Background: an optimization exercise with open tools, aiming at small area, a short achievable clock period and few clock cycles. Do not read the settings as production practice.
The RTL was checked by simulation tests, not by an equivalence proof against the original design.
Power figures rest on the tool's default switching activity, not on a simulated workload.

Setup of old:
// mmu_pagewalker
module mmu_pagewalker (
    input  wire        clk,
    input  wire        rst,
    input  wire        req_valid,
    output reg         req_ready,
    input  wire [1:0]  req_cmd,
    input  wire [15:0] req_wdata,
    input  wire [31:0] req_va,
    input  wire        req_user,
    input  wire        req_write,
    input  wire        req_fetch,
    input  wire        req_suppress,
    input  wire [3:0]  req_atype,
    output reg         rsp_valid,
    output reg  [1:0]  rsp_kind,
    output reg  [31:0] rsp_data,
    output reg         mem_valid,
    output reg         mem_we,
    output reg  [31:0] mem_addr,
    output wire [15:0] mem_wdata,
    input  wire        mem_ready,
    input  wire [31:0] mem_rdata
);
Size: roughly 380 flip-flops, about 180 I/O pins, ~18,000 sq um of cells after synthesis.
==> flow/config.mk <==
export PLATFORM = sky130hd
export DESIGN_NAME = mmu_pagewalker
export DESIGN_NICKNAME = mmu_pagewalker
export VERILOG_FILES = /design/flow/design.v
export SDC_FILE = /design/flow/constraint.sdc
export NUM_CORES = 4
export LEC_CHECK = 0
export CAP_MARGIN = 20
export CORE_MARGIN = 2
export CORE_UTILIZATION = 65
export CTS_CLUSTER_DIAMETER = 150
export CTS_CLUSTER_SIZE = 25
export PLACE_DENSITY = 0.65
export SETUP_SLACK_MARGIN = 5
export SLEW_MARGIN = 20
export TNS_END_PERCENT = 0
==> flow/constraint.sdc <==
create_clock -name core_clock -period 7.0 [get_ports {clk}]
set_input_delay 1.4000 -clock core_clock [delete_from_list [all_inputs] [get_ports {clk}]]
set_output_delay 1.4000 -clock core_clock [all_outputs]
set_load 0.01 [all_outputs]
standard.sh (not shown) runs the stock make flow with config.mk's settings and CLKGATE_MAP_FILE= SYNTH_SCRIPT=/design/flow/synth_recipe.tcl, a recipe that flattens the netlist after the stock synthesis.
==> flow/flow/run.sh <==
#!/bin/bash
# The standard layout (standard.sh, all steps), except that the ports are
# buffered with plain buf_1 cells instead of the delay cells buffer_ports picks
# by default. Make's full output goes to std_flow.log in this folder; the
# tools' own logs are under orfs/logs/.
set -euo pipefail
export BUFFER_PORTS_ARGS="-buffer_cell sky130_fd_sc_hd__buf_1"
bash standard.sh > std_flow.log 2>&1
old: done, clean on timing, DRC and antenna
Testbench counts of old, summed over its fixed seeds: cycles 43,154.
Input changes introduced in new (baseline for comparison: old):
- swapping 150 for 120 in CTS_CLUSTER_DIAMETER
- swapping 25 for 20 in CTS_CLUSTER_SIZE
new: full flow OK, the timing, DRC and antenna checks passed
Delta (new minus old): final worst setup slack higher, count of instances resized after the clock tree is built went down.
Post-route minimum period: old and new compared, higher one is old
Cmp new vs old: detailed route wirelength on metal2 higher in new
Lower switching share of total power among old and new: new
new — maximum vdd ir drop 7.4% higher, old as reference
The combinational cell fraction of total power was comparable across old and new.
~same routed wire length in old and new
The final reports for new and old show global-route usage higher in the former.

* * *

== v6 ==
Another version of the RTL of mmu_pagewalker (not shown whole).
Size: about 1600 cells after synthesis, ~380 flip-flops, roughly 17000 um^2 of cells after synthesis.
==> flow/config.mk <==
export PLATFORM = sky130hd
export DESIGN_NAME = mmu_pagewalker
export DESIGN_NICKNAME = mmu_pagewalker
export VERILOG_FILES = /design/flow/design.v
export SDC_FILE = /design/flow/constraint.sdc
export NUM_CORES = 4
export LEC_CHECK = 0
export CAP_MARGIN = 20
export CORE_MARGIN = 2
export CORE_UTILIZATION = 65
export CTS_CLUSTER_DIAMETER = 150
export CTS_CLUSTER_SIZE = 25
export PLACE_DENSITY = 0.65
export SETUP_SLACK_MARGIN = 5
export SLEW_MARGIN = 20
export TNS_END_PERCENT = 0
==> flow/constraint.sdc <==
create_clock -name core_clock -period 7.0 [get_ports {clk}]
set_input_delay 1.4000 -clock core_clock [delete_from_list [all_inputs] [get_ports {clk}]]
set_output_delay 1.4000 -clock core_clock [all_outputs]
set_load 0.01 [all_outputs]
==> flow/flow/run.sh <==
#!/bin/bash
# The standard layout (standard.sh, all steps), with two changes:
# - the ports are buffered with plain buf_1 cells instead of the delay cells
#   buffer_ports picks by default (the resizer upsizes them where needed);
# - clock tree synthesis gets the same arguments as the standard flow builds
#   from config.mk (sink clusters of 25, at most 150 um across), plus
#   -dont_use_dummy_load, so no load-balancing dummy cells are added.
# Make's full output goes to std_flow.log in this folder; the tools' own logs
# are under orfs/logs/.
set -euo pipefail
export BUFFER_PORTS_ARGS="-buffer_cell sky130_fd_sc_hd__buf_1"
export CTS_ARGS="-sink_clustering_enable -repair_clock_nets -sink_clustering_size 25 -sink_clustering_max_diameter 150 -dont_use_dummy_load"
bash standard.sh > std_flow.log 2>&1
Testbench counts of v6, summed over its fixed seeds: cycles 43,154.
diff inputs: v6 => v7
Settings: a change of CTS_CLUSTER_SIZE from 25 to 20; a change of CTS_CLUSTER_DIAMETER from 150 to 120.
--- a/flow/flow/run.sh
+++ b/flow/flow/run.sh
@@ -6 +6 @@
-#   from config.mk (sink clusters of 25, at most 150 um across), plus
+#   from config.mk (sink clusters of 20, at most 120 um across), plus
@@ -12 +12 @@
-export CTS_ARGS="-sink_clustering_enable -repair_clock_nets -sink_clustering_size 25 -sink_clustering_max_diameter 150 -dont_use_dummy_load"
+export CTS_ARGS="-sink_clustering_enable -repair_clock_nets -sink_clustering_size 20 -sink_clustering_max_diameter 120 -dont_use_dummy_load"
## What came out
v6 → v7: via count comparable; number of post-CTS setup repair buffers dropped 2.
[v7] path depth of the worst reg2reg path rose 2 relative to v6

* * *

mmu_pagewalker, a different RTL version from the one above (not shown whole).
For scale: about 180 I/O pins, ~19000 um^2 of cells after synthesis.
// mmu_pagewalker
module mmu_pagewalker (
    input  wire        clk,
    input  wire        rst,
    input  wire        req_valid,
    output reg         req_ready,
    input  wire [1:0]  req_cmd,
    input  wire [15:0] req_wdata,
    input  wire [31:0] req_va,
    input  wire        req_user,
    input  wire        req_write,
    input  wire        req_fetch,
    input  wire        req_suppress,
    input  wire [3:0]  req_atype,
    output reg         rsp_valid,
    output reg  [1:0]  rsp_kind,
    output reg  [31:0] rsp_data,
    output reg         mem_valid,
    output reg         mem_we,
    output reg  [31:0] mem_addr,
    output wire [15:0] mem_wdata,
    input  wire        mem_ready,
    input  wire [31:0] mem_rdata
);
    localparam [1:0] CMD_WRITE  = 2'd0;
    localparam [1:0] CMD_STATUS = 2'd1;
    localparam [1:0] CMD_RESULT = 2'd2;
    localparam [1:0] CMD_XLATE  = 2'd3;
    localparam [1:0] KIND_COMPLETE = 2'd0;
    localparam [1:0] KIND_ABORT    = 2'd1;
    localparam [1:0] KIND_CANCEL   = 2'd2;
    localparam [15:0] ID_BYTE = 16'h001E;
    localparam [3:0] SEL_BPR0 = 4'd0;
    localparam [3:0] SEL_BPR1 = 4'd1;
    localparam [3:0] SEL_PF0  = 4'd4;
    localparam [3:0] SEL_PF1  = 4'd5;
    localparam [3:0] SEL_SC   = 4'd8;
    localparam [3:0] SEL_MSR  = 4'd10;
    localparam [3:0] SEL_BCNT = 4'd11;
    localparam [3:0] SEL_PTB0 = 4'd12;
    localparam [3:0] SEL_PTB1 = 4'd13;
    localparam [3:0] SEL_EIA  = 4'd15;
    localparam [2:0] PE_IDLE      = 3'd0;
    localparam [2:0] PE_AW_OPWORD = 3'd1;
    localparam [2:0] PE_AW_OPNDS  = 3'd2;
    localparam [2:0] PE_VAL_READ  = 3'd3;
    localparam [2:0] PE_VAL_WRITE = 3'd4;
    localparam [2:0] PE_STATUS    = 3'd5;
    localparam [2:0] PE_RESULT    = 3'd6;
    reg [3:0]  bpr0_h, bpr1_h;       
    reg [23:0] bpr0_l, bpr1_l;       
    reg [23:0] pf0, pf1, bcnt;
    reg [31:0] sc;
    reg        msr_te, msr_ed;
    reg [2:0]  msr_tet, msr_est;
    reg [9:0]  msr_hi;               
    reg        ptb0_h, ptb1_h;       
    reg [13:0] ptb0_l, ptb1_l;       
    reg        eia_h;                
    reg [23:0] eia_l;                
    reg        bpr0_v, bpr1_v, pf0_v, pf1_v, bcnt_v;
  ...
clock: 7.0 ns
lec_check: 0
cap_margin: 20
core_margin: 2
core_utilization: 55
cts_buf_list: sky130_fd_sc_hd__clkbuf_8
place_density: 0.6
setup_slack_margin: 5
slew_margin: 20
tns_end_percent: 0
run.sh (not shown) runs the stock make flow with config.mk's settings and CLKGATE_MAP_FILE= SYNTH_SCRIPT=/design/flow/synth_recipe.tcl, a recipe that flattens the netlist after the stock synthesis.
Stock flow here: none of the scripts above is used.
Testbench counts at the start, summed over its fixed seeds: cycles 43,154.
==> next run, changes <==
==> flow/flow/run.sh (new file) <==
#!/bin/bash
# The standard layout (standard.sh, all steps), except that the ports are
# buffered with plain buf_2 cells instead of the delay cells buffer_ports picks
# by default. Make's full output goes to std_flow.log in this folder; the
# tools' own logs are under orfs/logs/.
set -euo pipefail
export BUFFER_PORTS_ARGS="-buffer_cell sky130_fd_sc_hd__buf_2"
bash standard.sh > std_flow.log 2>&1
==> flow/standard.sh (new file) <==
#!/bin/bash
# synth_recipe.tcl (not shown) runs the flow's synth.tcl, then flattens the netlist and writes it again
# the make line also repeats each setting of config.mk as NAME=value (left out here)
make -C /OpenROAD-flow-scripts/flow DESIGN_CONFIG=/design/flow/config.mk WORK_HOME=/design/flow/orfs CLKGATE_MAP_FILE= SYNTH_SCRIPT=/design/flow/synth_recipe.tcl "${@:-finish}"
--- a/flow/config.mk
+++ b/flow/config.mk
@@ -8,7 +8,8 @@
 export CAP_MARGIN = 20
 export CORE_MARGIN = 2
-export CORE_UTILIZATION = 55
-export CTS_BUF_LIST = sky130_fd_sc_hd__clkbuf_8
-export PLACE_DENSITY = 0.6
+export CORE_UTILIZATION = 65
+export CTS_CLUSTER_DIAMETER = 120
+export CTS_CLUSTER_SIZE = 20
+export PLACE_DENSITY = 0.65
 export SETUP_SLACK_MARGIN = 5
 export SLEW_MARGIN = 20
removed: flow/run.sh
What happened:
- area after synthesis does not change
- total power fell by 14%
- design area drops by 7.2%

what the ideal ports hide:
How much do the figures lean on ideal ports? The routed layouts below were timed once more, with nothing changed but the port constraints.
Step 1 sets driving cells, clkbuf_16 on the clock port and buf_2 on the other inputs (assumed; they add their load-dependent delay and slew).
Step 2 moves the port delays by t, midway between the first and last clock arrival at a register: inputs arrive t later, outputs are due t later. That takes back most of the time a late clock gives input paths.
a / b / c = ideal ports / drivers / drivers and shift; a / b = the first two.
run	shift t [ns]	setup WS [ns]	latest minus earliest clock arrival (ns)	worst register clock-pin slew, ns	worst slew at a driven data input, ns
old	0.576	4.464 / 4.413 / 3.941	0.029 / 0.028	0.11 / 0.11	0.05
new	0.583	4.470 / 4.421 / 3.947	0.027 / 0.027	0.09 / 0.09	0.06
v6	0.568	4.481 / 4.428 / 3.937	0.061 / 0.061	0.11 / 0.11	0.05
v7	0.573	4.434 / 4.426 / 3.943	0.052 / 0.052	0.09 / 0.09	0.05
the first run of note 3	0.665	4.281 / 4.261 / 3.643	0.029 / 0.030	0.07 / 0.07	0.06
the second run of note 3	0.603	4.368 / 4.352 / 3.800	0.021 / 0.021	0.09 / 0.09	0.07
After both steps every run listed still meets setup and hold. The setup slack of the first run of note 3, which loses most, moves by -0.020 ns with the drivers and by -0.638 ns with both steps.
